This design comes from an exercise in tuning for small area and a short achievable clock period on the open sky130 flow, not from production work. Function was checked by simulation only, so behaviour that the tests miss may differ from the original.

--- flow/constraint.sdc ---
create_clock -name core_clock -period 130.0 [get_ports {clk}]
set_input_delay 26.0000 -clock core_clock [delete_from_list [all_inputs] [get_ports {clk}]]
set_output_delay 26.0000 -clock core_clock [all_outputs]
set_load 0.01 [all_outputs]
--- flow/run.sh ---
#!/bin/bash
# synth_recipe.tcl (not shown) runs the flow's synth.tcl, then flattens the netlist and writes it again
# the make line also repeats each setting of config.mk as NAME=value (left out here)
make -C /OpenROAD-flow-scripts/flow DESIGN_CONFIG=/design/flow/config.mk WORK_HOME=/design/flow/orfs CLKGATE_MAP_FILE= SYNTH_SCRIPT=/design/flow/synth_recipe.tcl finish
--- flow/config.mk ---
export PLATFORM = sky130hd
export DESIGN_NAME = r19c_top
export DESIGN_NICKNAME = r19c_top
export VERILOG_FILES = /design/flow/design.v
export SDC_FILE = /design/flow/constraint.sdc
export NUM_CORES = 4
export LEC_CHECK = 0
export ABC_AREA = 1
export CAP_MARGIN = 20
export CORE_MARGIN = 2
export CORE_UTILIZATION = 40
export SLEW_MARGIN = 20
--- flow/design.v ---
module r19c_d5s (
    input  wire [2:0] r,
    input  wire       b,
    output wire       q,
    output wire [2:0] rn
);
    assign q     = (b & r[1]) | (~r[0] & r[1]);
    assign rn[0] = (b & ~r[0] & ~r[1]) | (~b & r[0] & ~r[1]) | (r[1] & ~r[2]);
    assign rn[1] = (r[0] & ~r[1]) | (b & ~r[0] & r[1]) | (~b & r[2]);
    assign rn[2] = (~b & r[0]) | (b & ~r[0] & r[1]);
endmodule
module r19c_d125c #(
    parameter N = 8
) (
    input  wire [8:0]   s_in,       
    input  wire [N-1:0] x,          
    output wire [N-1:0] q,          
    output wire [8:0]   s_out
);
    wire [2:0] r1 [0:N];
    wire [2:0] r2 [0:N];
    wire [2:0] r3 [0:N];
    wire [N-1:0] q1, q2;
    assign r1[0] = s_in[2:0];
    assign r2[0] = s_in[5:3];
    assign r3[0] = s_in[8:6];
    genvar i;
    generate
        for (i = 0; i < N; i = i + 1) begin : g_c
            r19c_d5s s1 (.r(r1[i]), .b(x[N-1-i]),  .q(q1[N-1-i]), .rn(r1[i+1]));
            r19c_d5s s2 (.r(r2[i]), .b(q1[N-1-i]), .q(q2[N-1-i]), .rn(r2[i+1]));
            r19c_d5s s3 (.r(r3[i]), .b(q2[N-1-i]), .q(q[N-1-i]),  .rn(r3[i+1]));
        end
    endgenerate
    assign s_out = {r3[N], r2[N], r1[N]};
endmodule
module r19c_timebase #(
    parameter J = 30
) (
    input  wire        clk,
    input  wire        rst,
    input  wire        tmr_en,      
    input  wire        ie_clr,      
    input  wire        ie_set,      
    input  wire        tset,        
    input  wire [63:0] tset_val,
    output wire [61:0] cnt,         
    output wire [63:0] now_us,
    output wire [63:0] now_ms
);
    localparam NH = 61 - J;         
    localparam QH = 55 - J;         
    reg  [7:0]    tcnt;
    reg  [61:8]   mono_h;
    reg           ovf_pend;
    reg           ie;
    reg  [QH-1:0] q_hi;             
    reg  [8:0]    s_hi;             
    wire        ie_next = ie_clr ? 1'b0 : (ie_set ? 1'b1 : ie);
    wire        wrap    = tmr_en && (&tcnt);
    wire [8:0]  tc;
    assign tc[0] = tmr_en;
    genvar i;
    generate
        for (i = 0; i < 8; i = i + 1) begin : g_tc
            assign tc[i+1] = tc[i] & tcnt[i];
        end
    endgenerate
    wire [7:0]  tcnt_inc = tcnt ^ tc[7:0];
    wire        add1 = ie_next & (ovf_pend ^ wrap);
    wire        add2 = ie_next & ovf_pend & wrap;
    wire        c9   = (mono_h[8] & add1) | add2;
    wire [62:9] p9;
    assign p9[9] = 1'b1;
    generate
        for (i = 9; i < 62; i = i + 1) begin : g_p9
            assign p9[i+1] = p9[i] & mono_h[i];
        end
    endgenerate
    wire [61:8] mono_inc = {mono_h[61:9] ^ ({53{c9}} & p9[61:9]), mono_h[8] ^ add1};
    wire [7:0]  tcnt_n = tset ? tset_val[7:0]  : tcnt_inc;
    wire [61:8] mono_n = tset ? tset_val[61:8] : mono_inc;
    wire [61:0] cnt_n  = {mono_n, tcnt_n};
    wire [NH-1:0] hq;
    wire [8:0]    hs;
    r19c_d125c #(.N(NH)) u_hi (.s_in(9'd0), .x(cnt_n[61:J+1]), .q(hq), .s_out(hs));
    always @(posedge clk) begin
        if (rst) begin
            tcnt     <= 8'd0;
            mono_h   <= 54'd0;
            ovf_pend <= 1'b0;
            ie       <= 1'b1;
            q_hi     <= {QH{1'b0}};
            s_hi     <= 9'd0;
        end else begin
            ie       <= ie_next;
            tcnt     <= tcnt_n;
            mono_h   <= mono_n;
            q_hi     <= hq[QH-1:0];
            s_hi     <= hs;
            ovf_pend <= ~tset & ~ie_next & (ovf_pend | wrap);
        end
    end
    wire [J-1:0] lq;
    wire [8:0]   ls_unused;
    r19c_d125c #(.N(J)) u_lo (.s_in(s_hi), .x(cnt[J:1]), .q(lq), .s_out(ls_unused));
    assign cnt    = {mono_h, tcnt};
    assign now_us = {mono_h, tcnt, 2'b00};
    assign now_ms = {9'd0, q_hi, lq};
endmodule
module r19c_buttons (
    input  wire       clk,
    input  wire       rst,
    input  wire       sample,       
    input  wire [9:0] adc_raw,
    output wire       edge_mode,
    output wire       edge_inc,
    output wire       edge_dec
);
    reg l_mode, l_inc, l_dec;
    wire in_mode = (adc_raw >= 10'd340) && (adc_raw < 10'd450);
    wire in_inc  = (adc_raw >= 10'd210) && (adc_raw < 10'd280);
    wire in_dec  = (adc_raw >= 10'd130) && (adc_raw < 10'd200);
    assign edge_mode = in_mode && !l_mode;
    assign edge_inc  = in_inc  && !l_inc;
    assign edge_dec  = in_dec  && !l_dec;
    always @(posedge clk) begin
        if (rst) begin
            l_mode <= 1'b0;
            l_inc  <= 1'b0;
            l_dec  <= 1'b0;
        end else if (sample) begin
            l_mode <= in_mode;
            l_inc  <= in_inc;
            l_dec  <= in_dec;
        end
    end
endmodule
module r19c_eqinc #(
    parameter N = 8
) (
    input  wire [N-1:0] a,
    input  wire [N-1:0] b,
    input  wire         ci,
    output wire         eq
);
    wire [N-1:0] z = a ^ b;
    wire [N-1:0] inc_ok;
    assign inc_ok[0] = z[0];
    genvar i;
    generate
        for (i = 1; i < N; i = i + 1) begin : g_b
            assign inc_ok[i] = ~(z[i] ^ (z[i-1] & b[i-1]));
        end
    endgenerate
    assign eq = ci ? (&inc_ok) : ~(|z);
endmodule
module r19c_clock (
    input  wire        clk,
    input  wire        rst,
    input  wire        secchk,      
    input  wire [63:0] now_ms,
    input  wire        do_mode,     
    input  wire        do_inc,      
    input  wire        do_dec,      
    output reg  [4:0]  hh,
    output reg  [5:0]  mm,
    output reg  [5:0]  ss,
    output reg  [1:0]  clkmode,
    output wire        sec_event
);
    localparam [1:0] NORMAL = 2'd0, SET_HOURS = 2'd1, SET_MINUTES = 2'd2;
    reg [2:0]  idle;
    reg [60:0] sm;
    wire [60:0] n = now_ms[63:3];
    wire [7:0] bo;
    wire [6:0] e_lo;
    assign bo[0] = 1'b0;
    genvar i;
    generate
        for (i = 0; i < 7; i = i + 1) begin : g_lo
            assign e_lo[i]  = n[i] ^ sm[i] ^ bo[i];
            assign bo[i+1]  = (~n[i] & sm[i]) | (~(n[i] ^ sm[i]) & bo[i]);
        end
    endgenerate
    wire hi_zero;
    r19c_eqinc #(.N(54)) u_eq (.a(n[60:7]), .b(sm[60:7]), .ci(bo[7]), .eq(hi_zero));
    wire lo_ge = (&e_lo[6:2]) & (e_lo[1] | e_lo[0]);
    assign sec_event = secchk & (~hi_zero | lo_ge);
    wire [61:0] sc;
    assign sc[0] = 1'b0;
    generate
        for (i = 0; i < 61; i = i + 1) begin : g_sm
            if (i < 7) begin : g_add
                if (i == 1) begin : g_0
                    assign sc[i+1] = sm[i] & sc[i];
                end else begin : g_1
                    assign sc[i+1] = sm[i] | sc[i];
                end
            end else begin : g_inc
                assign sc[i+1] = sm[i] & sc[i];
            end
        end
    endgenerate
    wire [60:0] sm_add = sm ^ sc[60:0] ^ 61'd125;
    always @(posedge clk) begin
        if (rst) begin
            hh      <= 5'd0;
            mm      <= 6'd0;
            ss      <= 6'd0;
            clkmode <= NORMAL;
            idle    <= 3'd0;
            sm      <= 61'd0;
        end else if (sec_event) begin
            sm <= sm_add;
            if (clkmode == NORMAL) begin
                if (ss == 6'd59) begin
                    ss <= 6'd0;
                    if (mm == 6'd59) begin
                        mm <= 6'd0;
                        hh <= (hh == 5'd23) ? 5'd0 : hh + 5'd1;
                    end else begin
                        mm <= mm + 6'd1;
                    end
                end else begin
                    ss <= ss + 6'd1;
                end
            end else if (idle == 3'd5) begin
                clkmode <= NORMAL;
                idle    <= 3'd0;
            end else begin
                idle <= idle + 3'd1;
            end
        end else if (do_mode) begin
            case (clkmode)
                NORMAL:    clkmode <= SET_HOURS;
                SET_HOURS: clkmode <= SET_MINUTES;
                default:   clkmode <= NORMAL;
            endcase
            idle <= 3'd0;
        end else if (do_inc) begin
            if (clkmode == SET_HOURS) begin
                hh   <= (hh == 5'd23) ? 5'd0 : hh + 5'd1;
                idle <= 3'd0;
            end else if (clkmode == SET_MINUTES) begin
                mm   <= (mm == 6'd59) ? 6'd0 : mm + 6'd1;
                idle <= 3'd0;
            end
        end else if (do_dec) begin
            if (clkmode == SET_HOURS) begin
                hh   <= (hh == 5'd0) ? 5'd23 : hh - 5'd1;
                idle <= 3'd0;
            end else if (clkmode == SET_MINUTES) begin
                mm   <= (mm == 6'd0) ? 6'd59 : mm - 6'd1;
                idle <= 3'd0;
            end
        end
    end
endmodule
module r19c_d3s (
    input  wire [1:0] r,
    input  wire       b,
    output wire       q,
    output wire [1:0] rn
);
    assign q     = r[1] | (r[0] & b);
    assign rn[1] = (r[0] & ~b) | (r[1] & b);
    assign rn[0] = (~r[1] & ~r[0] & b) | (r[1] & ~b);
endmodule
module r19c_d97s (
    input  wire [6:0] r,
    input  wire       b,
    output wire       q,
    output wire [6:0] rn
);
    localparam [7:0] D = 8'd97;
    wire [7:0] t = {r, b};
    wire [8:0] bw;
    wire [7:0] d;
    assign bw[0] = 1'b0;
    genvar i;
    generate
        for (i = 0; i < 8; i = i + 1) begin : g_s
            assign d[i]    = t[i] ^ D[i] ^ bw[i];
            assign bw[i+1] = (~t[i] & D[i]) | (~(t[i] ^ D[i]) & bw[i]);
        end
    endgenerate
    assign q  = ~bw[8];
    assign rn = q ? d[6:0] : t[6:0];
endmodule
module r19c_ranging (
    input  wire        clk,
    input  wire        rst,
    input  wire        step,        
    input  wire        echo,
    input  wire [61:0] cnt,
    input  wire        arm,         
    output reg         trig,
    output reg         status,
    output wire [31:0] distance,
    output reg         dist_valid,
    output reg  [1:0]  rres,
    output wire        idle_state,  
    output wire        sample,      
    output wire        done         
);
    localparam [2:0] R_IDLE = 3'd0, R_TRIG = 3'd1, R_WAITH = 3'd2,
                     R_WAITL = 3'd3, R_RECOV = 3'd4;
    localparam [1:0] RES_NONE = 2'd0, RES_OK = 2'd1, RES_NO_ECHO = 2'd2,
                     RES_ECHO_STUCK = 2'd3;
    reg [2:0]  rstate;
    reg [61:0] t_mark;              
    reg [14:0] dist_q;              
    wire [18:0] bw;
    wire [17:0] since;
    assign bw[0] = 1'b0;
    genvar i;
    generate
        for (i = 0; i < 18; i = i + 1) begin : g_s
            assign since[i] = cnt[i] ^ t_mark[i] ^ bw[i];
            assign bw[i+1]  = (~cnt[i] & t_mark[i]) | (~(cnt[i] ^ t_mark[i]) & bw[i]);
        end
    endgenerate
    wire hi_zero;
    r19c_eqinc #(.N(44)) u_eq (.a(cnt[61:18]), .b(t_mark[61:18]), .ci(bw[18]), .eq(hi_zero));
    wire ge_trig = ~hi_zero | (|since[17:2]) | (&since[1:0]);       
    wire ge_echo = ~hi_zero | (since >= 18'd250000);                 
    wire ge_rec  = ~hi_zero | (since >= 18'd62500);                  
    wire [20:0] f5;
    wire [19:0] fc;
    assign fc[0] = 1'b0;
    assign f5[1:0] = since[1:0];
    generate
        for (i = 2; i < 20; i = i + 1) begin : g_f5
            wire a = (i < 18) ? since[i] : 1'b0;
            wire b = since[i-2];
            assign f5[i]   = a ^ b ^ fc[i-1];
            assign fc[i]   = (a & b) | ((a ^ b) & fc[i-1]);
        end
    endgenerate
    assign fc[1] = 1'b0;
    assign f5[20] = fc[19];
    wire [22:0] w20 = {f5[20:0], 2'b00};
    wire [1:0]  r3 [0:23];
    wire [6:0]  r97 [0:23];
    wire [22:0] q3, dq;
    assign r3[0]  = 2'd0;
    assign r97[0] = 7'd0;
    generate
        for (i = 0; i < 23; i = i + 1) begin : g_d
            r19c_d3s  s3  (.r(r3[i]),  .b(w20[22-i]), .q(q3[22-i]), .rn(r3[i+1]));
            r19c_d97s s97 (.r(r97[i]), .b(q3[22-i]),  .q(dq[22-i]), .rn(r97[i+1]));
        end
    endgenerate
    wire [14:0] cm = dq[14:0];
    assign distance   = {17'd0, dist_q};
    assign idle_state = (rstate == R_IDLE);
    assign sample = step && (rstate == R_WAITL) && !ge_echo && !echo;
    assign done   = step && (rstate == R_RECOV) && ge_rec;
    always @(posedge clk) begin
        if (rst) begin
            rstate     <= R_IDLE;
            t_mark     <= 62'd0;
            trig       <= 1'b0;
            status     <= 1'b0;
            dist_q     <= 15'd0;
            dist_valid <= 1'b0;
            rres       <= RES_NONE;
        end else begin
            if (arm)
                status <= 1'b1;
            if (step) begin
                case (rstate)
                    R_IDLE: begin
                        status <= 1'b0;
                        trig   <= 1'b1;
                        t_mark <= cnt;
                        rstate <= R_TRIG;
                    end
                    R_TRIG: begin
                        if (ge_trig) begin
                            trig   <= 1'b0;
                            t_mark <= cnt;
                            rstate <= R_WAITH;
                        end
                    end
                    R_WAITH: begin
                        if (ge_echo) begin
                            rres   <= RES_NO_ECHO;
                            t_mark <= cnt;
                            rstate <= R_RECOV;
                        end else if (echo) begin
                            t_mark <= cnt;
                            rstate <= R_WAITL;
                        end
                    end
                    R_WAITL: begin
                        if (ge_echo) begin
                            rres   <= RES_ECHO_STUCK;
                            t_mark <= cnt;
                            rstate <= R_RECOV;
                        end else if (!echo) begin
                            dist_q     <= cm;
                            dist_valid <= 1'b1;
                            rres       <= RES_OK;
                            t_mark     <= cnt;
                            rstate     <= R_RECOV;
                        end
                    end
                    R_RECOV: begin
                        if (ge_rec) begin
                            status <= 1'b1;
                            rstate <= R_IDLE;
                        end
                    end
                    default: rstate <= R_IDLE;
                endcase
            end
        end
    end
endmodule
module r19c_top (
    input  wire        clk,
    input  wire        rst,
    input  wire        tmr_en,
    input  wire        ie_clr,
    input  wire        ie_set,
    input  wire        tset,
    input  wire [63:0] tset_val,
    input  wire [9:0]  adc_raw,
    input  wire        rev,
    input  wire        echo,
    output wire        trig,
    output wire        status,
    output wire [4:0]  hours,
    output wire [5:0]  minutes,
    output wire [5:0]  seconds,
    output wire [1:0]  clkmode,
    output reg         mainmode,
    output wire [31:0] dist_cm,
    output wire        dist_valid,
    output wire [1:0]  rres,
    output wire [63:0] now_us,
    output wire [63:0] now_ms,
    output reg         hb_stb,
    output reg         sample_stb,
    output reg         view_stb
);
    localparam [1:0] P_ARB = 2'd0, P_SEC = 2'd1, P_BTN = 2'd2, P_RNG = 2'd3;
    reg [1:0] ph;
    wire [61:0] cnt;
    wire edge_mode, edge_inc, edge_dec;
    wire sec_event;
    wire rg_idle, rg_sample, rg_done;
    wire at_arb = (ph == P_ARB);
    wire at_sec = (ph == P_SEC);
    wire at_btn = (ph == P_BTN);
    wire at_rng = (ph == P_RNG);
    r19c_timebase u_tb (
        .clk(clk), .rst(rst), .tmr_en(tmr_en), .ie_clr(ie_clr), .ie_set(ie_set),
        .tset(tset), .tset_val(tset_val), .cnt(cnt), .now_us(now_us), .now_ms(now_ms)
    );
    r19c_buttons u_bt (
        .clk(clk), .rst(rst), .sample(at_btn), .adc_raw(adc_raw),
        .edge_mode(edge_mode), .edge_inc(edge_inc), .edge_dec(edge_dec)
    );
    r19c_clock u_ck (
        .clk(clk), .rst(rst), .secchk(at_sec), .now_ms(now_ms),
        .do_mode(at_btn && edge_mode), .do_inc(at_btn && edge_inc),
        .do_dec(at_btn && edge_dec),
        .hh(hours), .mm(minutes), .ss(seconds), .clkmode(clkmode),
        .sec_event(sec_event)
    );
    r19c_ranging u_rg (
        .clk(clk), .rst(rst), .step(at_rng), .echo(echo), .cnt(cnt),
        .arm(at_arb && rg_idle && rev),
        .trig(trig), .status(status), .distance(dist_cm), .dist_valid(dist_valid),
        .rres(rres), .idle_state(rg_idle), .sample(rg_sample), .done(rg_done)
    );
    always @(posedge clk) begin
        if (rst) begin
            ph         <= P_ARB;
            mainmode   <= 1'b0;
            hb_stb     <= 1'b0;
            sample_stb <= 1'b0;
            view_stb   <= 1'b0;
        end else begin
            hb_stb     <= sec_event;
            sample_stb <= rg_sample;
            view_stb   <= 1'b0;
            case (ph)
                P_ARB: begin
                    mainmode <= rev;
                    ph       <= P_SEC;
                end
                P_SEC: ph <= P_BTN;
                P_BTN: begin
                    if (mainmode) begin
                        ph <= P_RNG;
                    end else begin
                        ph       <= P_ARB;
                        view_stb <= 1'b1;
                    end
                end
                default: begin
                    if (rg_done) begin
                        ph       <= P_ARB;
                        view_stb <= 1'b1;
                    end
                end
            endcase
        end
    end
endmodule
==> summary.txt, run 1 <==
Outcome:
- The run finished with no timing, DRC or antenna violations.

Clock network:
- The clock reaches the later pin of the worst-skew pair after about 0.57 ns.
- Counting every sink on the clock net gives between 200 and 300.
- The number of resized instances in the post-cts repair step is 0.
- The post-CTS setup-driven buffer insertion count is 0.
- The tree is rooted in a clkbuf_16.
- The number of buffers added by the clock tree synthesis step is 39.
- The clock tree synthesis step divided the H-tree into 2 levels.
- TritonCTS built the clock tree.
- The number of buffers between clock root and the deepest sink is 3.
- The clock slew at the register clock pins of the worst setup and hold paths is about 0.060 ns.
- For this design, the CTS-stage hold fixing added 0 buffers.

Setup path:
- The delay of the slowest cell on the worst path is 0.66 ns.
- For the worst setup path, the data required time is about 130 ns.
- Along the worst path, the maximum fanout reaches 7.
- Among the stages of the critical path, the cell type that occurs most often is nand2_1.
- The data arrival time of the critical path is between 30 and 40 ns.
- The critical path is of the input pin to register type.
- The startpoint kind of the worst setup timing path is an input pin.
- For this design, the slowest cell found on the critical path is nor2_1.
- The endpoint type of the worst setup path is a register.

Floorplan:
- In this run the vertical extent of the chip is about 280 um.
- The core region is just under 80000 um2.
- Row generation in the floorplan step produced 102 rows.
- The die width is approximately 280 um.
- The die footprint is ~81000 um2.
- In this run the count of I/O pins placed on the die edge is 270.
- Once the floorplan was initialized, standard cells occupied 40.6% of the core.

Routing:
- The post-detailed-route wirelength per cell is about 14 um.
- The count of nets left with antenna violations once routing finished came out at 0.
- The final wirelength is 90600 um.
- In the routed design, unresolved DRC markers number 0.
- The detailed-routing iteration count for the pre-antenna-repair pass is 5.
- The number of vias per cell is 4.95.
- The total via count in the routed design is approximately 33k.
- For this block, the initial DRC count from the detailed router was between 1.5k and 2k.

STA:
- The worst hold-check slack is roughly 0.47 ns.
- The summed negative setup slack over all endpoints is 0 ns.
- Setup repair after global routing left no endpoint under its margin.
- Static timing analysis puts the maximum clock frequency at ~0.026 GHz.
- Dividing the final minimum period by the clock period gives between 20% and 30%.
- For the pin with the worst max-slew slack, the measured transition is ~1.2 ns.
- The maximum clock skew at final layout is 0.0260 ns.
- Setup violations remaining at the end of the flow were counted as 0.
- The total count of max-transition violations in the final report is 0.
- The final hold violation count is 0.
- The clock period minus worst slack is about 38 ns.
- The worst max-slew margin expressed relative to the limit is 21.5%.

Place:
- The congestion estimate from routability-driven global placement came to between 0.9 and 1.
- In this run, placement finished with an instance count of 6514.
- Summed over all nets, the half-perimeter wirelength after detailed placement is between 70000 and 80000 um.
- Port buffering added approximately 240 buffers.

Final layout:
- The proportion of layout cells with a drive suffix above 1 is under 10%.
- After filler insertion, the fill cell instance count of the layout stands at slightly above 8k.
- The net count of the finished layout is ~5.9k.
- The non-filler instance count after layout is between 6k and 7k.
- The sequential cells in the finished layout cover a total of around 5500 um2.
- In the final layout, the multi-input gates occupy 21700 um2.
- The area overhead of the layout relative to synthesis is 13.3%.

Logic synthesis:
- The mean instance size in the synthesized netlist is slightly below 6 um2.
- The share of synthesized area in the top cell type comes to approximately 18%.
- The most used flip-flop cell after synthesis is dfxtp_1.
- Ranked by total cell area, the synthesized netlist is headed by nand2_1 18%, dfxtp_1 17%, nand3_1 11%.
- The proportion of synthesized flip-flops having asynchronous set or reset is 0%.
- Counting flops and latches in the post-synthesis netlist gives around 280.
- The count of distinct cell types in the synthesized netlist is between 50 and 60.
- Counting flops with a built-in enable in the synthesized netlist gives 0.
- In the synthesized netlist, the cells that appear most often are 1485 x nand2_1, 857 x inv_1, 676 x nand3_1, 519 x nor2_1, 275 x dfxtp_1.
- The total number of yosys warnings is 7.
- Among all cell types in the netlist, the one instantiated most often is nand2_1.
- The cell type with the highest aggregate area in the netlist is nand2_1.
- Sequential cells were found to cover between 10% and 20% of the synthesized design area.
- The post-synth design cell area is approximately 32000 um2.
- Synthesis produced a netlist whose cell count is roughly 5.4k.

Global routing:
- The number of antenna violations at the first check in global routing was 3.
- Global routing used between 20% and 30% of the available tracks.
- The number of global-route vias before repair was 30.4k.
- Entering global routing, the biggest net connects around 90 pins.
- The overflow left after global routing is 0.
- The first global-routing pass estimated about 150000 um of wire.

Run:
- Max-cap violations in this run came to 0.

Hold path:
- The type of the worst min-delay path is register to register.
-- final timing paths --
| check | startpoint | endpoint | slack [ns] | cells after the start |
|---|---|---|---|---|
| max | tmr_en | u_tb.s_hi[7] | 92.06 | 105 |
| min | u_bt.l_inc | u_bt.l_inc | 0.47 | 2 |
| max reg2reg | u_tb.tcnt[0] | u_rg.dist_q[0] | 93.31 | 187 |
| min reg2reg | u_bt.l_inc | u_bt.l_inc | 0.47 | 2 |
-- cell families after synthesis --
logic type               synth area share [%]
AND/OR/NAND/NOR                          44.1
XOR/XNOR                                 1.55
AO/OA/AOI/OAI                            9.68
flip-flops                               17.5
other                                  0.0119
multiplexers                           0.0635
adder cells (fa/ha/maj)                  13.1
buffers and inverters                    14.1
-- flip-flops by register name (all words and copies together) (netlist names), 2 cells and up --
name          flops
ph                2
u_ck.clkmode      2
u_ck.hh           5
u_ck.idle         3
u_ck.mm           6
u_ck.sm          61
u_ck.ss           6
u_rg.dist_q      15
u_rg.rres         2
u_rg.rstate       3
u_rg.t_mark      62
u_tb.mono_h      54
u_tb.q_hi        25
u_tb.s_hi         9
u_tb.tcnt         8
-- layer usage --
metal / part of all wire [%] / vias up / GRT usage (%)
met2: 46 / 569 / 38.6
met1: 47 / 14600 / 28.5
met5: 0.038 / - / 0
li1: - / 17400 / -
met4: 2.1 / 6 / 4.93
met3: 5.1 / 104 / 3.27
-- layout by cell type, fill, tap and decap left out, types with 38 or more instances in the layout --
master / netlist / routed
nand3_2: 54 / 54
clkdlybuf4s50_1: 0 / 237
dfxtp_1: 275 / 275
xor2_1: 38 / 38
nand4_1: 79 / 79
inv_2: 56 / 57
a21oi_1: 148 / 148
nor2_2: 55 / 56
nand2_1: 1485 / 1483
inv_1: 857 / 854
o21ai_0: 269 / 269
nor2_1: 519 / 518
nand2_2: 71 / 73
nand3_1: 676 / 676
clkbuf_16: 0 / 39
ha_1: 270 / 270
fa_1: 38 / 38
-- cell type report --
class | instances | area share (%)
Clock buffer | 55 | 3.15
Inverter | 920 | 9.68
Sequential cell | 275 | 15.4
Timing Repair Buffer | 249 | 6.89
Tap cell | 1040 | 3.64
Clock inverter | 16 | 0.486
Antenna cell | 2 | 0.0140
Multi-Input combinational cell | 4030 | 60.7
-- critical path, delay by kind of cell --
family        cells  cell delay, ns
buf+inv           8            0.93
fa+ha+maj         5            1.43
simple gates     92            9.95
-- stage by stage --
stage          utilization, %  area [um2]  setup slack [ns]
2_1_floorplan               -       31600             93.33
3_3_place_gp             44.3       34400             91.75
3_5_place_dp             44.3       34400             91.58
4_1_cts                  46.0       35700             92.18
5_1_grt                  46.0       35700             89.65
6_report                 46.0       35800             92.06
==> run 2, diff against run 1 <==
--- a/flow/design.v
+++ b/flow/design.v
@@ -1,12 +1,7 @@
-module r19c_d5s (
-    input  wire [2:0] r,
-    input  wire       b,
-    output wire       q,
-    output wire [2:0] rn
-);
-    assign q     = (b & r[1]) | (~r[0] & r[1]);
-    assign rn[0] = (b & ~r[0] & ~r[1]) | (~b & r[0] & ~r[1]) | (r[1] & ~r[2]);
-    assign rn[1] = (r[0] & ~r[1]) | (b & ~r[0] & r[1]) | (~b & r[2]);
-    assign rn[2] = (~b & r[0]) | (b & ~r[0] & r[1]);
+module r19c_d5s (input wire [2:0] r, input wire b, output wire q, output wire [2:0] rn);
+    assign q = r[2] | (r[1] & (r[0] | b));
+    assign rn[2] = b ? r[2] : (r[1] & ~r[0]);
+    assign rn[1] = b ? r[0] : (r[2] | (r[0] & ~r[1]));
+    assign rn[0] = b ? ~(r[1] | r[2]) : (r[2] | (r[1] & r[0]));
 endmodule
 module r19c_d125c #(
@@ -274,18 +269,18 @@
     output wire [6:0] rn
 );
-    localparam [7:0] D = 8'd97;
     wire [7:0] t = {r, b};
-    wire [8:0] bw;
-    wire [7:0] d;
-    assign bw[0] = 1'b0;
-    genvar i;
-    generate
-        for (i = 0; i < 8; i = i + 1) begin : g_s
-            assign d[i]    = t[i] ^ D[i] ^ bw[i];
-            assign bw[i+1] = (~t[i] & D[i]) | (~(t[i] ^ D[i]) & bw[i]);
-        end
-    endgenerate
-    assign q  = ~bw[8];
-    assign rn = q ? d[6:0] : t[6:0];
+    wire nz1 = t[0];
+    wire nz2 = t[0] | t[1];
+    wire nz3 = t[0] | t[1] | t[2];
+    wire nz4 = t[0] | t[1] | t[2] | t[3];
+    wire nz5 = t[0] | t[1] | t[2] | t[3] | t[4];
+    assign q = t[7] | (t[6] & t[5] & nz5);
+    assign rn[0] = t[0] ^ q;
+    assign rn[1] = t[1] ^ (q & ~nz1);
+    assign rn[2] = t[2] ^ (q & ~nz2);
+    assign rn[3] = t[3] ^ (q & ~nz3);
+    assign rn[4] = t[4] ^ (q & ~nz4);
+    assign rn[5] = t[5] ^ (q & nz5);
+    assign rn[6] = t[6] ^ (q & t[5] & nz5);
 endmodule
 module r19c_ranging (
--- a/flow/config.mk
+++ b/flow/config.mk
@@ -9,4 +9,5 @@
 export CAP_MARGIN = 20
 export CORE_MARGIN = 2
-export CORE_UTILIZATION = 40
+export CORE_UTILIZATION = 70
+export PLACE_DENSITY = 0.8
 export SLEW_MARGIN = 20
==> summary.txt, run 2 <==
STA:
- The final hold violation count is 0 (unchanged).
- The clock period minus worst slack is 38.31 ns (+0.378 ns).
- The worst max-slew margin expressed relative to the limit is 21.5% (about the same).
- The total count of max-transition violations in the final report was 0 (unchanged).
- Setup repair after global routing left no endpoint under its margin.
- The ratio of final minimum period to clock period is 29.5% (+0.29 points).
- The summed negative setup slack over all endpoints is 0 ns (unchanged).
- The maximum clock skew at final layout is 0.0246 ns (-0.00144 ns).
- The slew at the pin closest to its max-slew limit is 1.16 ns (+0.000654 ns).
- The final setup violation count is 0 (unchanged).
- The maximum operating frequency is 0.0261 GHz (-0.99%).

Global routing:
- The number of antenna violations at the first check in global routing is 5 (+2).
- The number of global-route vias before repair is 31.2k (+2.5%).
- The global-route wire length before repair was 142000 um (-4.5%).
- The overflow left after global routing is 0 (unchanged).
- The largest net degree at the start of global routing is 95 (+4.4%).
- The overall routing resource usage is 36.5% (+14 points).

Clock network:
- The later-pin clock latency in the skew report is 0.56 ns (about the same).
- The TritonCTS clock tree is done.
- The number of buffers added by the clock tree synthesis step came to 35 (-10%).
- The post-CTS setup-driven buffer insertion count is 0 (unchanged).
- The number of buffers between clock root and the deepest sink is 3 (unchanged).
- The clock tree root driver cell is clkbuf_16.
- The number of resized instances in the post-cts repair step is 0 (unchanged).
- The number of clock sinks is 275 (unchanged).
- The H-tree depth was 2 (unchanged).
- The number of buffers added to fix hold violations after cts is 0 (unchanged).
- The clock slew at the register clock pins of the worst setup and hold paths is 0.06 ns (about the same).

Logic synthesis:
- The commonest cells after synthesis are 1593 x nand2_1, 816 x inv_1, 547 x nor2_1, 318 x o21ai_0, 309 x nand3_1.
- The post-synthesis instance total is 5388 (+0.37%).
- The total number of yosys warnings is 7 (unchanged).
- In the post-synthesis netlist, the biggest area contributors are nand2_1 19%, dfxtp_1 18%, inv_1 9.9%.
- The register bit count reported by yosys is 275 (unchanged).
- For this run, the leading register cell type out of synthesis is dfxtp_1.
- The area share of the leading cell type in the synthesized netlist is 19.4% (+1.7 points).
- The post-synth design cell area is 30900 um2 (-2.1%).
- The share of the yosys chip area belonging to registers came to 17.8% (+0.38 points).
- The proportion of synthesized flip-flops having asynchronous set or reset is 0% (unchanged).
- In the post-synthesis netlist, the cell with the most instances is nand2_1.
- The mean instance size in the synthesized netlist is 5.73 um2 (-2.5%).
- The count of flip-flops with a built-in enable after synthesis is 0 (unchanged).
- The count of distinct cell types in the synthesized netlist is 74 (+32%).
- The cell type with the highest aggregate area in the netlist is nand2_1.

Floorplan:
- The die footprint came to 45800 um2 (-44%).
- The effective utilization at floorplan is 71.4% (+31 points).
- The area of the core region is 43300 um2 (-44%).
- The number of core rows is 76 (-25%).
- The die width came to 214 um (-25%).
- The count of boundary I/O pins is 270 (unchanged).
- The die height is 214 um (-25%).

Setup path:
- The worst register-to-register path begins at u_tb.tcnt[0].
- The timing startpoint of the critical path is u_tb.mono_h[30].
- The slowest stage cell on the critical path is clkdlybuf4s50_1.
- The type of the worst setup path is register to output pin.
- The number of cell instances on the worst register-to-register path was 147 (-21%).
- The worst endpoint required time is 104.00 ns (-26.43 ns).
- The most prevalent standard cell on the critical path is nand2_1.
- The largest driver fanout on the critical path was 10 (+3).
- The startpoint kind of the worst setup timing path is a register.
- The data arrival time of the critical path is 12.31 ns (-26.05 ns).
- The endpoint type of the worst setup path is an output pin.
- The delay of the slowest cell on the worst path was 0.52 ns (-0.14 ns).

Routing:
- The remaining number of nets flagged by the antenna check after routing is 0 (unchanged).
- The number of DRC violations after detailed routing is 0 (unchanged).
- The first-iteration detailed-routing DRC count is 2520 (+30%).
- The post-detailed-route wirelength per cell is 14.1 um (+2.2%).
- The number of vias per cell is 5.56 (+12%).
- The detailed-routing iteration count for the pre-antenna-repair pass is 6 (+1).
- The final wirelength is 86300 um (-4.6%).
- The total via count in the routed design came to 34.2k (+4.8%).

Final layout:
- The number of filler instances in the final layout is 3492 (-58%).
- The largest registers in the layout are u_rg.t_mark: 62 flops, u_ck.sm: 61 flops, u_tb.mono_h: 54 flops.
- The number of flip-flops in the largest register came to 62 (unchanged).
- The register with the most flip-flops in the final layout is u_rg.t_mark.
- Leaving out fill and tap cells, the most frequent cells in the layout are 1592 x nand2_1, 813 x inv_1, 547 x nor2_1.
- Leaving out fill and tap cells, the most frequent cell in the layout is nand2_1.
- The number of nets in the layout was 5847 (-0.98%).
- The non-filler instance count after layout is 6145 (-6.7%).
- The area overhead of the layout relative to synthesis is 11.3%.
- The proportion of layout cells with a drive suffix above 1 was 6.17% (-0.79 points).

Place:
- The final RePlAce weighted congestion is 1.03 (+9.0%).
- The total placed cells including tap cells is 6081 (-6.6%).
- The number of port buffers was 239 (+0.42%).
- The HPWL reported at the end of detailed placement came to 67100 um (-9.0%).

Hold path:
- The cell depth of the worst hold path is 2 (unchanged).
- The type of the worst min-delay path is register to register.
- The worst hold path begins at u_rg.dist_q[0].

Run:
- The reported max-cap violation count is 0 (unchanged).

Outcome:
- The run finished with no timing, DRC or antenna violations.
-- run 2: cell types whose count changed after synthesis, sizes merged, moves of 14 or more --
cell   delta
a21oi   +156
a22oi    +14
ha       -76
inv      -50
nand2   +156
nand3   -412
nand4    +38
nor2     -35
nor3     +23
o21ai   +144
o22ai    +48
xnor2    +14
-- run 2: cells by family after synthesis --
family	share of synthesized area [%]
buffers and inverters	13.9
other	0.0121
adder cells (fa/ha/maj)	10.3
flip-flops	17.8
XOR/XNOR	1.67
AO/OA/AOI/OAI	16.2
AND/OR/NAND/NOR	40.0
-- run 2: cell type report --
cell class	count	area, um2	share of cell area [%]
Sequential cell	275	5510	16.0
Clock inverter	21	221	0.645
Inverter	877	3290	9.59
Timing Repair Buffer	249	2460	7.18
Antenna cell	2	5.00	0.0146
Tap cell	585	732	2.13
Multi-Input combinational cell	4095	21200	61.7
Clock buffer	41	950	2.76
-- run 2: per-stage QoR --
stage	setup WS, ns	util (%)	hold WS [ns]	cell area [um2]
finish	91.69	79.4	0.467	34300
global route	90.05	79.4	0.497	34300
CTS	91.83	79.4	0.471	34300
detailed placement	91.70	76.7	0.456	33200
floorplan	94.42	-	0.441	31000
global placement	92.07	76.7	0.441	33200
-- run 2: worst paths after layout --
kind / endpoint / slack (ns)
max: now_ms[0] / 91.69
min: u_rg.dist_q[0] / 0.47
max reg2reg: u_rg.dist_q[0] / 103.13
min reg2reg: u_rg.dist_q[0] / 0.47
-- run 2: layer usage --
metal | GRT usage, % | vias up | wire length [um]
met5 | 0 | - | 49
li1 | - | 17500 | -
met4 | 15.5 | 8 | 3800
met2 | 63.1 | 1096 | 39900
met3 | 7.01 | 227 | 6700
met1 | 44.1 | 15300 | 35800
-- run 2: worst max-delay path: cells and delay by family (launching register included) --
kind / cells / cell delay (ns)
buffers and inverters: 18 / 2.11
DFF: 1 / 0.37
and+or+nand+nor: 37 / 4.35
AOI/OAI and AO/OA: 22 / 4.95
==> run 3, diff against run 2 <==
--- a/flow/config.mk
+++ b/flow/config.mk
@@ -9,5 +9,4 @@
 export CAP_MARGIN = 20
 export CORE_MARGIN = 2
-export CORE_UTILIZATION = 70
-export PLACE_DENSITY = 0.8
+export CORE_UTILIZATION = 55
 export SLEW_MARGIN = 20
==> summary.txt, run 3 <==
Outcome:
- The run finished with no timing, DRC or antenna violations.

STA:
- The summed negative setup slack over all endpoints is 0 ns (unchanged).
- The total count of max-transition violations in the final report was 0 (unchanged).
- The maximum clock skew at final layout is 0.0204 ns (-0.00419 ns).
- The final hold violation count is 0 (unchanged).
- The ratio of final minimum period to clock period is 29.5% (+0.057 points).
- The maximum operating frequency was 0.0261 GHz (-0.19%).
- The worst max-slew margin expressed relative to the limit is 29.9% (+8.3 points).
- The final setup violation count is 0 (unchanged).
- The slew at the pin closest to its max-slew limit is 1.04 ns (-0.124 ns).
- The least setup slack across all paths after layout is 91.61 ns (-0.0735 ns).
- The clock period minus worst slack is 38.39 ns (+0.0735 ns).
- Setup repair after global routing left no endpoint under its margin.

Logic synthesis:
- The post-synthesis instance total is 5388 (unchanged).
- The mean instance size in the synthesized netlist came to 5.73 um2 (unchanged).
- The proportion of synthesized flip-flops having asynchronous set or reset was 0% (unchanged).
- After synthesis, the largest family of logic cells by area is simple AND/OR/NAND/NOR gates.
- The area share of the leading cell type in the synthesized netlist is 19.4% (unchanged).
- The total number of yosys warnings is 7 (unchanged).
- The count of flip-flops with a built-in enable after synthesis is 0 (unchanged).
- The register bit count reported by yosys is 275 (unchanged).
- The most frequently used cell type in the post-synthesis netlist is nand2_1.
- The portion of netlist area occupied by mux cells is 0% (unchanged).
- The adder-cell area share of the yosys netlist is 10.3% (unchanged).
- The count of distinct cell types in the synthesized netlist is 74 (unchanged).
- The synthesized-area fraction occupied by ao, oa, aoi and oai cells was 16.2% (unchanged).
- The share of the yosys chip area belonging to registers was 17.8% (unchanged).
- The post-synth design cell area is 30900 um2 (unchanged).
- The xor-xnor portion of the synthesized cell area came to 1.67% (unchanged).
- For this run, the leading register cell type out of synthesis is dfxtp_1.
- After synthesis, the cell types taking the most area are nand2_1 19%, dfxtp_1 18%, inv_1 9.9%.
- The cell type with the highest aggregate area in the netlist is nand2_1.
- The post-synthesis simple-gate area fraction is 40.0% (unchanged).
- By count the netlist is led by 1593 x nand2_1, 816 x inv_1, 547 x nor2_1, 318 x o21ai_0, 309 x nand3_1.

Routing:
- The number of vias per cell is 5.17 (-7.0%).
- The met2 wirelength from detailed routing is 37500 um (-6.2%).
- The final wirelength came to 84300 um (-2.4%).
- The detailed-routing iteration count for the pre-antenna-repair pass is 6 (unchanged).
- The number of DRC violations after detailed routing is 0 (unchanged).
- The detailed-routed wire length on met3 is 5360 um (-20%).
- The highest metal layer carrying signal wires in the routed design is met5.
- The post-detailed-route wirelength per cell is 13.4 um (-4.9%).
- The total via count in the routed design is 32.6k (-4.6%).
- The detailed-route wire length on metal 1 came to 38500 um (+7.5%).
- The remaining number of nets flagged by the antenna check after routing was 0 (unchanged).
- The first-iteration detailed-routing DRC count came to 1619 (-36%).

Final layout:
- The number of nets in the layout came to 5846 (-0.017%).
- The proportion of layout cells with a drive suffix above 1 came to 6.17% (about the same).
- Counting flops per register, the top entry is u_rg.t_mark.
- The number of filler instances in the final layout is 5488 (+57%).
- The number of flip-flops in the largest register came to 62 (unchanged).
- The number of diodes added for antenna fixing is 0 (-2).
- Leaving out fill and tap cells, the most frequent cells in the layout are 1592 x nand2_1, 813 x inv_1, 547 x nor2_1.
- Relative to the synthesized area, the layout overhead comes to 12.2%.
- The most common cell after layout, fill and taps aside is nand2_1.
- The largest registers in the layout are u_rg.t_mark: 62 flops, u_ck.sm: 61 flops, u_tb.mono_h: 54 flops.

Global routing:
- The number of antenna violations at the first check in global routing is 6 (+1).
- The largest net degree at the start of global routing is 95 (unchanged).
- The overall routing resource usage came to 28.5% (-8.0 points).
- The number of global-route vias before repair is 29.2k (-6.4%).
- The global-route wire length before repair was 137000 um (-3.7%).
- The overflow left after global routing is 0 (unchanged).

Clock network:
- The clock tree root driver cell is clkbuf_16.
- The number of buffers added to fix hold violations after cts is 0 (unchanged).
- The number of clock sinks is 275 (unchanged).
- The clock slew at the register clock pins of the worst setup and hold paths was 0.06 ns (about the same).
- The number of buffers between clock root and the deepest sink was 3 (unchanged).
- TritonCTS built the clock tree.
- The later-pin clock latency in the skew report is 0.56 ns (about the same).
- The H-tree depth is 2 (unchanged).
- The post-CTS setup-driven buffer insertion count is 0 (unchanged).
- The number of buffers added by the clock tree synthesis step was 37 (+5.7%).
- The number of resized instances in the post-cts repair step is 0 (unchanged).

Setup path:
- The number of cell instances on the worst register-to-register path is 148 (+0.68%).
- The largest driver fanout on the critical path is 10 (unchanged).
- The startpoint identified for the worst register-to-register timing path is u_tb.tcnt[0].
- STA classifies the critical path endpoint as an output pin.
- The worst setup path is launched from a register.
- The delay of the slowest cell on the worst path is 0.52 ns (about the same).
- The type of the worst setup path is register to output pin.
- The data arrival time of the critical path is 12.39 ns (+0.08 ns).
- The worst endpoint required time is 104.00 ns (about the same).
- Among the stages of the critical path, the cell type that occurs most often is nand2_1.
- The register-to-register setup slack is 103.50 ns (+0.37 ns).
- The slowest stage cell on the critical path is clkdlybuf4s50_1.
- The endpoint identified for the worst register-to-register timing path is u_rg.dist_q[0].

Place:
- The HPWL reported at the end of detailed placement is 67800 um (+1.1%).
- The final RePlAce weighted congestion is 0.978 (-5.2%).
- The placement-stage worst setup slack was 91.74 ns (+0.0485 ns).
- The number of port buffers is 239 (unchanged).

Floorplan:
- The effective utilization at floorplan came to 55.8% (-16 points).
- The number of core rows came to 86 (+13%).
- The area of the core region is 55300 um2 (+28%).
- The die footprint was 58000 um2 (+27%).
- The die width is 241 um (+13%).
- The count of boundary I/O pins is 270 (unchanged).
- The die height is 241 um (+13%).

Hold path:
- The hold-critical path endpoint is u_rg.dist_valid.
- The tightest min-delay check is of the register to register type.
- The start point of the worst hold path is u_rg.dist_valid.
- The cell depth of the worst hold path was 2 (unchanged).

Run:
- The reported max-cap violation count is 0 (unchanged).
-- run 3: cell counts after synthesis --
Identical to the previous run, type by type.
-- run 3: cell type report --
class / instances / area, um2 / share of cell area [%]
Sequential cell: 275 / 5510 / 15.9
Tap cell: 748 / 936 / 2.70
Timing Repair Buffer: 246 / 2440 / 7.03
Clock buffer: 48 / 1030 / 2.96
Inverter: 877 / 3290 / 9.51
Clock inverter: 18 / 267 / 0.769
Multi-Input combinational cell: 4095 / 21200 / 61.1
-- run 3: routing by layer --
metal	up-vias	track usage [%]
met5	-	0
met4	12	9.37
met3	131	5.95
met2	624	48.2
met1	14300	36.1
li1	17500	-
-- run 3: kinds of logic (layout without fill, tap and decap cells) --
group / after synthesis / count (layout)
XOR/XNOR: 59 / 59
other: 1 / 28
AO/OA/AOI/OAI: 895 / 895
adder cells (fa/ha/maj): 232 / 232
AND/OR/NAND/NOR: 2881 / 2881
flip-flops: 275 / 275
buffers and inverters: 1045 / 1189
-- run 3: worst max path at each step --
stage	start	endpoint	slack (ns)	cells past startpoint
after floorplan	tmr_en	u_tb.q_hi[0]	94.42	91
after global placement	tmr_en	u_tb.q_hi[0]	91.86	104
after detailed placement	tmr_en	u_tb.q_hi[0]	91.74	102
after CTS	u_tb.mono_h[30]	now_ms[0]	91.76	82
after global routing	u_tb.mono_h[30]	now_ms[0]	89.93	83
final	u_tb.mono_h[30]	now_ms[0]	91.61	82
-- run 3: critical path: cells and delay by family (launching register included) --
| family | cells | cell delay, ns |
|---|---|---|
| buffers and inverters | 19 | 2.12 |
| AO/OA/AOI/OAI | 17 | 4.47 |
| flip-flops | 1 | 0.37 |
| AND/OR/NAND/NOR | 46 | 4.86 |
-- run 3: per-stage QoR --
stage | hold WS (ns) | std cells | util [%] | area [um2]
2_1_floorplan | 0.441 | 5415 | - | 31000
3_3_place_gp | 0.437 | 6241 | 60.3 | 33300
3_5_place_dp | 0.444 | 6241 | 60.3 | 33300
4_1_cts | 0.457 | 6307 | 62.6 | 34600
5_1_grt | 0.485 | 6307 | 62.6 | 34600
6_report | 0.454 | 6307 | 62.6 | 34600
==> run 4, diff against run 3 <==
--- a/flow/config.mk
+++ b/flow/config.mk
@@ -9,4 +9,4 @@
 export CAP_MARGIN = 20
 export CORE_MARGIN = 2
-export CORE_UTILIZATION = 55
+export CORE_UTILIZATION = 40
 export SLEW_MARGIN = 20
==> summary.txt, run 4 <==
Floorplan:
- The die footprint is 79400 um2 (+37%).
- The area of the core region is 76200 um2 (+38%).
- The die width was 282 um (+17%).
- The number of core rows was 101 (+17%).
- The die height is 282 um (+17%).
- The count of boundary I/O pins is 270 (unchanged).
- The effective utilization at floorplan is 40.5% (-15 points).

STA:
- The maximum operating frequency is 0.0260 GHz (about the same).
- Setup repair after global routing left no endpoint under its margin.
- The worst hold-check slack is 0.467 ns (+0.0126 ns).
- The total count of max-transition violations in the final report is 0 (unchanged).
- The worst max-slew margin expressed relative to the limit was 29.3% (-0.54 points).
- The ratio of final minimum period to clock period is 29.6% (about the same).
- The final setup violation count came to 0 (unchanged).
- The slew at the pin closest to its max-slew limit is 1.05 ns (+0.00795 ns).
- The maximum clock skew at final layout is 0.0259 ns (+0.00557 ns).
- The clock period minus worst slack is 38.42 ns (+0.0331 ns).
- The final hold violation count came to 0 (unchanged).
- The summed negative setup slack over all endpoints came to 0 ns (unchanged).

Hold path:
- The tightest min-delay check is of the register to register type.
- The cell depth of the worst hold path came to 2 (unchanged).

Place:
- The HPWL reported at the end of detailed placement was 72300 um (+6.6%).
- The number of port buffers is 239 (unchanged).
- The total placed cells including tap cells is 6525 (+4.6%).
- The placed instance area is 33700 um2 (+1.1%).
- The final RePlAce weighted congestion is 0.948 (-3.1%).

Setup path:
- STA classifies the critical path endpoint as an output pin.
- The data arrival time of the critical path is 12.42 ns (+0.03 ns).
- The most prevalent standard cell on the critical path is nand2_1.
- The slowest stage of the critical path is the clkdlybuf4s50_1 cell.
- The number of cell instances on the worst register-to-register path is 148 (unchanged).
- The largest driver fanout on the critical path is 10 (unchanged).
- The delay of the slowest cell on the worst path came to 0.53 ns (about the same).
- The type of the worst setup path is register to output pin.
- The worst setup path is launched from a register.
- The worst endpoint required time came to 104.00 ns (about the same).

Final layout:
- In the final layout, the registers with the most flip-flops are u_rg.t_mark: 62 flops, u_ck.sm: 61 flops, u_tb.mono_h: 54 flops.
- The register with the most flip-flops is u_rg.t_mark.
- The top cell types in the final layout, fill and taps aside, are 1592 x nand2_1, 813 x inv_1, 547 x nor2_1.
- The library cell used most frequently in the layout, excluding fill and tap cells, is nand2_1.
- The number of flip-flops in the largest register is 62 (unchanged).
- The proportion of layout cells with a drive suffix above 1 is 6.27% (+0.10 points).
- The area overhead of the layout relative to synthesis is 13.8%.
- The non-filler instance count after layout was 6596 (+4.6%).
- The area of all placed cells without fillers came to 35100 um2 (+1.4%).
- The number of diodes added for antenna fixing came to 0 (unchanged).
- The number of nets in the layout was 5850 (+0.068%).

Routing:
- The total via count in the routed design is 32.7k (+0.38%).
- The remaining number of nets flagged by the antenna check after routing came to 0 (unchanged).
- The detailed-routing iteration count for the pre-antenna-repair pass was 6 (unchanged).
- The number of DRC violations after detailed routing is 0 (unchanged).
- The final wirelength is 89200 um (+5.8%).
- The number of vias per cell was 4.96 (-4.0%).
- The first-iteration detailed-routing DRC count was 1766 (+9.1%).
- The post-detailed-route wirelength per cell was 13.5 um (+1.1%).

Clock network:
- The number of buffers added to fix hold violations after cts is 0 (unchanged).
- The number of resized instances in the post-cts repair step is 0 (unchanged).
- The clock slew at the register clock pins of the worst setup and hold paths is 0.05 ns (about the same).
- The H-tree depth is 2 (unchanged).
- The number of buffers between clock root and the deepest sink is 3 (unchanged).
- The TritonCTS clock tree is done.
- The later-pin clock latency in the skew report is 0.57 ns (about the same).
- The number of clock sinks is 275 (unchanged).
- The post-CTS setup-driven buffer insertion count is 0 (unchanged).
- The root buffer cell chosen for the clock tree is clkbuf_16.
- The number of buffers added by the clock tree synthesis step is 39 (+5.4%).

Logic synthesis:
- The cell type with the highest aggregate area in the netlist is nand2_1.
- By count the netlist is led by 1593 x nand2_1, 816 x inv_1, 547 x nor2_1, 318 x o21ai_0, 309 x nand3_1.
- The post-synth design cell area came to 30900 um2 (unchanged).
- The mean instance size in the synthesized netlist came to 5.73 um2 (unchanged).
- The count of flip-flops with a built-in enable after synthesis is 0 (unchanged).
- The share of the yosys chip area belonging to registers was 17.8% (unchanged).
- The most frequently used cell type in the post-synthesis netlist is nand2_1.
- The total number of yosys warnings was 7 (unchanged).
- The most used flip-flop cell after synthesis is dfxtp_1.
- The register bit count reported by yosys is 275 (unchanged).
- The post-synthesis instance total is 5388 (unchanged).
- The proportion of synthesized flip-flops having asynchronous set or reset was 0% (unchanged).
- The count of distinct cell types in the synthesized netlist is 74 (unchanged).
- By area the synthesized netlist is led by nand2_1 19%, dfxtp_1 18%, inv_1 9.9%.
- The area share of the leading cell type in the synthesized netlist came to 19.4% (unchanged).

Global routing:
- The largest net degree at the start of global routing is 138 (+45%).
- The overflow left after global routing is 0 (unchanged).
- The global-route wire length before repair was 144000 um (+5.3%).
- The number of antenna violations at the first check in global routing is 3 (-3).
- The number of global-route vias before repair is 29.7k (+1.7%).
- The overall routing resource usage is 22.1% (-6.4 points).

Run:
- The reported max-cap violation count is 0 (unchanged).

Outcome:
- The flow ran to the end and the layout has no timing, DRC or antenna violations.
[run 4: cell counts after synthesis]
No cell type changed its count.
[run 4: cell type report]
cell class | instances | area, um2
inverter | 877 | 3300
tap | 1030 | 1290
clock buffer | 50 | 1080
timing repair buffer | 248 | 2460
multi-input combinational | 4095 | 21200
fill | 8134 | 41100
clock inverter | 21 | 324
sequential | 275 | 5510
[run 4: worst max-delay path: cells and delay by family, from the launching register on]
| kind | cells | cell delay (ns) |
|---|---|---|
| AOI/OAI and AO/OA | 23 | 4.89 |
| and+or+nand+nor | 37 | 4.57 |
| buffers and inverters | 18 | 2.01 |
| DFF | 1 | 0.38 |
[run 4: final timing paths]
check / from / slack, ns / end
hold / removal: u_bt.l_mode / 0.47 / u_bt.l_mode
setup / recovery: u_tb.mono_h[30] / 91.58 / now_ms[0]
hold reg to reg: u_bt.l_mode / 0.47 / u_bt.l_mode
setup reg to reg: u_tb.tcnt[0] / 103.38 / u_rg.dist_q[0]
[run 4: metal layers]
metal  share of wire (%)  GRT usage [%]  up-vias
met2                  46           38.7      606
met5               0.030              0        -
met4                 1.9           5.06        4
li1                    -              -    17500
met1                  46           28.0    14500
met3                 5.5           3.78       87
[run 4: kinds of logic (layout without fill, tap and decap cells)]
logic type | Yosys count | count (layout) | synth area share, %
AO/OA/AOI/OAI | 895 | 895 | 16.2
flip-flops | 275 | 275 | 17.8
AND/OR/NAND/NOR | 2881 | 2881 | 40.0
buffers and inverters | 1045 | 1196 | 13.9
other | 1 | 28 | 0.0121
XOR/XNOR | 59 | 59 | 1.67
adder cells (fa/ha/maj) | 232 | 232 | 10.3
[run 4: stage by stage]
step,setup slack (ns),utilization [%]
floorplan,94.42,-
global placement,91.56,44.3
detailed placement,91.50,44.3
CTS,91.65,46.1
global route,89.85,46.1
finish,91.58,46.1
==> run 5, diff against run 4 <==
--- a/flow/design.v
+++ b/flow/design.v
@@ -1,7 +1,7 @@
 module r19c_d5s (input wire [2:0] r, input wire b, output wire q, output wire [2:0] rn);
-    assign q = r[2] | (r[1] & (r[0] | b));
-    assign rn[2] = b ? r[2] : (r[1] & ~r[0]);
-    assign rn[1] = b ? r[0] : (r[2] | (r[0] & ~r[1]));
-    assign rn[0] = b ? ~(r[1] | r[2]) : (r[2] | (r[1] & r[0]));
+    assign q = (b & r[2]) | (r[1] & r[2]);
+    assign rn[0] = (~b & r[1]) | (r[0] & r[1]) | (b & ~r[2]);
+    assign rn[1] = (b & ~r[0]) | (b & ~r[2]) | (~b & r[2]);
+    assign rn[2] = (b & r[1]) | (~r[0] & r[1]) | (~b & r[0] & ~r[1]) | (r[0] & ~r[2]);
 endmodule
 module r19c_d125c #(
==> summary.txt, run 5 <==
Setup path:
- The register-to-register setup slack was 103.06 ns (-0.32 ns).
- The buffering stage count on the worst path with inverters included is 13 (-5).
- By instance count, the cell type seen most on the critical path is nand2_1.
- The depth of the critical timing path with buffers and inverters included was 86 (+10%).
- The worst register-to-register path begins at u_tb.tcnt[0].
- Grouping stages by cell kind, the critical path spends the most delay in compound AO/OA/AOI/OAI gates.
- The largest driver fanout on the critical path is 5 (-5).
- On the critical path, the stage with the largest delay is an instance of clkdlybuf4s50_1.
- The delay of the slowest cell on the worst path came to 0.54 ns (about the same).
- The data arrival time of the critical path is 13.99 ns (+1.57 ns).
- The number of cell instances on the worst register-to-register path was 160 (+8.1%).
- The endpoint identified for the worst register-to-register timing path is u_rg.dist_q[0].
- The worst endpoint required time is 104.00 ns (about the same).
- The worst setup path is of the register to output pin kind.
- The startpoint kind of the worst setup timing path is a register.
- The endpoint type of the worst setup path is an output pin.

Global routing:
- The number of global-route vias before repair is 28.7k (-3.4%).
- The largest net degree at the start of global routing is 100 (-28%).
- The overall routing resource usage is 21.3% (-0.80 points).
- The overflow left after global routing was 0 (unchanged).
- The number of antenna violations at the first check in global routing is 0 (-3).
- The global-route wire length before repair is 138000 um (-4.3%).

STA:
- The maximum clock skew at final layout was 0.0260 ns (+0.0000263 ns).
- The maximum operating frequency is 0.0250 GHz (-3.9%).
- The slew at the pin closest to its max-slew limit is 1.10 ns (+0.0544 ns).
- Setup repair after global routing left no endpoint under its margin.
- The clock period minus worst slack was 39.99 ns (+1.57 ns).
- The worst max-slew margin expressed relative to the limit is 25.6% (-3.7 points).
- The ratio of final minimum period to clock period is 30.8% (+1.2 points).
- The summed negative setup slack over all endpoints was 0 ns (unchanged).
- The total count of max-transition violations in the final report is 0 (unchanged).
- The final hold violation count came to 0 (unchanged).
- The final setup violation count is 0 (unchanged).

Place:
- The final RePlAce weighted congestion is 0.934 (-1.4%).
- The number of port buffers is 238 (-0.42%).
- The total placed cells including tap cells is 6086 (-6.7%).
- The HPWL reported at the end of detailed placement is 67700 um (-6.3%).

Routing:
- The total via count in the routed design came to 30.8k (-6.1%).
- The final wirelength is 84300 um (-5.4%).
- The number of DRC violations after detailed routing is 0 (unchanged).
- The number of vias per cell is 5.00 (+0.66%).
- The remaining number of nets flagged by the antenna check after routing came to 0 (unchanged).
- The first-iteration detailed-routing DRC count is 1633 (-7.5%).
- The detailed-routing iteration count for the pre-antenna-repair pass is 5 (-1).
- The post-detailed-route wirelength per cell was 13.7 um (+1.3%).

Clock network:
- The TritonCTS clock tree is done.
- The number of buffers added by the clock tree synthesis step is 38 (-2.6%).
- The number of buffers added to fix hold violations after cts is 0 (unchanged).
- The H-tree depth is 2 (unchanged).
- The clock tree root driver cell is clkbuf_16.
- The number of resized instances in the post-cts repair step is 0 (unchanged).
- The number of clock sinks is 275 (unchanged).
- The clock slew at the register clock pins of the worst setup and hold paths is 0.06 ns (about the same).
- The number of buffers between clock root and the deepest sink came to 3 (unchanged).
- The later-pin clock latency in the skew report came to 0.57 ns (about the same).
- The post-CTS setup-driven buffer insertion count came to 0 (unchanged).

Floorplan:
- The effective utilization at floorplan is 40.2% (-0.35 points).
- The number of core rows was 101 (unchanged).
- The count of boundary I/O pins came to 270 (unchanged).
- The die width came to 279 um (-0.84%).
- The die footprint came to 78100 um2 (-1.7%).
- The die height is 279 um (-0.84%).
- The area of the core region was 75600 um2 (-0.83%).

Final layout:
- The number of filler instances in the final layout is 7997 (-1.7%).
- The number of diodes added for antenna fixing is 0 (unchanged).
- The footprint of the flip-flops and latches was 5510 um2 (unchanged).
- The register with the most flip-flops is u_rg.t_mark.
- The non-filler instance count after layout is 6155 (-6.7%).
- The number of flip-flops in the largest register was 62 (unchanged).
- Leaving out fill and tap cells, the most frequent cells in the layout are 1232 x nand2_1, 707 x inv_1, 505 x nor2_1.
- Relative to the synthesized area, the layout overhead comes to 13.2%.
- The proportion of layout cells with a drive suffix above 1 is 11.2% (+4.9 points).
- The footprint of the multi-input gates came to 21000 um2 (-0.67%).
- The largest registers in the layout are u_rg.t_mark: 62 flops, u_ck.sm: 61 flops, u_tb.mono_h: 54 flops.
- The library cell used most frequently in the layout, excluding fill and tap cells, is nand2_1.
- The number of nets in the layout is 5463 (-6.6%).

Logic synthesis:
- The count of distinct cell types in the synthesized netlist was 70 (-5.4%).
- The count of flip-flops with a built-in enable after synthesis is 0 (unchanged).
- The most used flip-flop cell after synthesis is dfxtp_1.
- The area share of the leading cell type in the synthesized netlist is 18.1% (-1.2 points).
- The post-synth design cell area came to 30400 um2 (-1.7%).
- Among all cell types in the netlist, the one instantiated most often is nand2_1.
- The proportion of synthesized flip-flops having asynchronous set or reset came to 0% (unchanged).
- The post-synthesis instance total is 5001 (-7.2%).
- In the synthesized netlist, the cells that appear most often are 1233 x nand2_1, 709 x inv_1, 506 x nor2_1, 369 x o21ai_0, 302 x nand3_1.
- The register bit count reported by yosys is 275 (unchanged).
- The share of the yosys chip area belonging to registers is 18.1% (+0.31 points).
- Ranked by total cell area, the synthesized netlist is headed by dfxtp_1 18%, nand2_1 15%, inv_1 8.8%.
- The total number of yosys warnings is 7 (unchanged).
- The mean instance size in the synthesized netlist is 6.07 um2 (+5.9%).
- Of all cell types, the one taking the most synthesized area is dfxtp_1.

Run:
- The reported max-cap violation count is 0 (unchanged).

Hold path:
- The cell depth of the worst hold path is 2 (unchanged).
- For hold timing, the worst endpoint is u_rg.dist_valid.
- The start point of the worst hold path is u_rg.dist_valid.
- The tightest min-delay check is of the register to register type.

Outcome:
- The flow ran to the end and the layout has no timing, DRC or antenna violations.
-- run 5: changes by cell type after synthesis, sizes merged, moves of 19 or more --
cell	previous run	this run
inv	863	763
o22ai	55	10
nand3	318	395
o21ai	418	501
a21oi	306	245
nor3	56	37
nor2	573	537
nand2	1717	1456
-- run 5: metrics by stage --
stage	cell area, um2	worst slack [ns]	util, %	hold slack, ns
floorplan	30500	93.82	-	0.442
global placement	33100	90.51	43.8	0.446
detailed placement	33100	90.31	43.8	0.450
CTS	34300	89.65	45.5	0.462
global route	34400	88.00	45.5	0.489
finish	34400	90.01	45.5	0.459
-- run 5: how the worst max path moves through the flow --
stage,start,to,slack [ns]
final,u_tb.mono_h[30],now_ms[0],90.01
after global routing,u_tb.mono_h[30],now_ms[0],88.00
after CTS,u_tb.mono_h[30],now_ms[0],89.65
after detailed placement,u_tb.mono_h[30],now_ms[0],90.31
after global placement,u_tb.mono_h[30],now_ms[0],90.51
after floorplan,tmr_en,u_tb.s_hi[8],93.82
-- run 5: final cells by class --
type                       instances  area share (%)
clock buffer                      49            3.06
inverter                         766            8.38
multi-input combinational       3820            61.2
timing repair buffer             247            7.11
tap                              978            3.56
sequential                       275            16.0
clock inverter                    20           0.616
-- run 5: worst reg2reg max path: cells and delay by family (launching register included) --
kind                       cells  cell delay (ns)
and+or+nand+nor               94            10.10
xor gates and xnor gates       1             0.12
adders and majority gates     36            14.01
buffers and inverters         24             1.49
AOI/OAI and AO/OA              5             0.63
DFF                            1             0.39
-- run 5: layer usage --
layer	GRT usage (%)	wire length (um)	up-vias	share of wire, %
met5	0	0	-	0
met3	3.34	4240	91	5.0
met4	5.92	2200	0	2.6
met1	27.0	39000	13700	46
met2	37.1	38900	541	46
li1	-	-	16400	-
-- run 5: cells by family (layout without fill, tap and decap cells) --
family / after synthesis / after routing / synth area share (%)
multiplexers: 1 / 1 / 0.0330
AND/OR/NAND/NOR: 2629 / 2629 / 40.3
buffers and inverters: 933 / 1082 / 12.9
other: 1 / 28 / 0.0124
flip-flops: 275 / 275 / 18.1
XOR/XNOR: 70 / 70 / 2.02
AO/OA/AOI/OAI: 859 / 859 / 16.0
adder cells (fa/ha/maj): 233 / 233 / 10.5

port drivers added, routing unchanged:
In the flow no input, the clock included, has a driving cell. The finished layouts below were timed again as built, in two steps. Step 1 assumes that a clkbuf_16 drives the clock port and a buf_2 every other input. Step 2 moves the port delays by t, midway between the first and last clock arrival at a register: inputs arrive t later, outputs are due t later. That takes back most of the time a late clock gives input paths. a / b / c = ideal / step 1 / step 2; a / b = the first two.
run | t, ns | setup slack, ns | worst setup path after step 2 | worst register clock-pin slew, ns
run 1 | 0.629 | 92.065 / 92.089 / 91.460 | input to register | 0.06 / 0.06
run 2 | 0.603 | 91.687 / 91.632 / 91.189 | input to register | 0.07 / 0.07
run 3 | 0.611 | 91.613 / 91.549 / 91.555 | input to register | 0.06 / 0.06
run 4 | 0.628 | 91.580 / 91.512 / 91.399 | input to register | 0.06 / 0.06
run 5 | 0.628 | 90.014 / 89.946 / 90.566 | input to register | 0.07 / 0.07
After both steps every run listed still meets setup and hold. The setup slack of run 1, which loses most, moves by +0.024 ns with the drivers and by -0.605 ns with both steps.
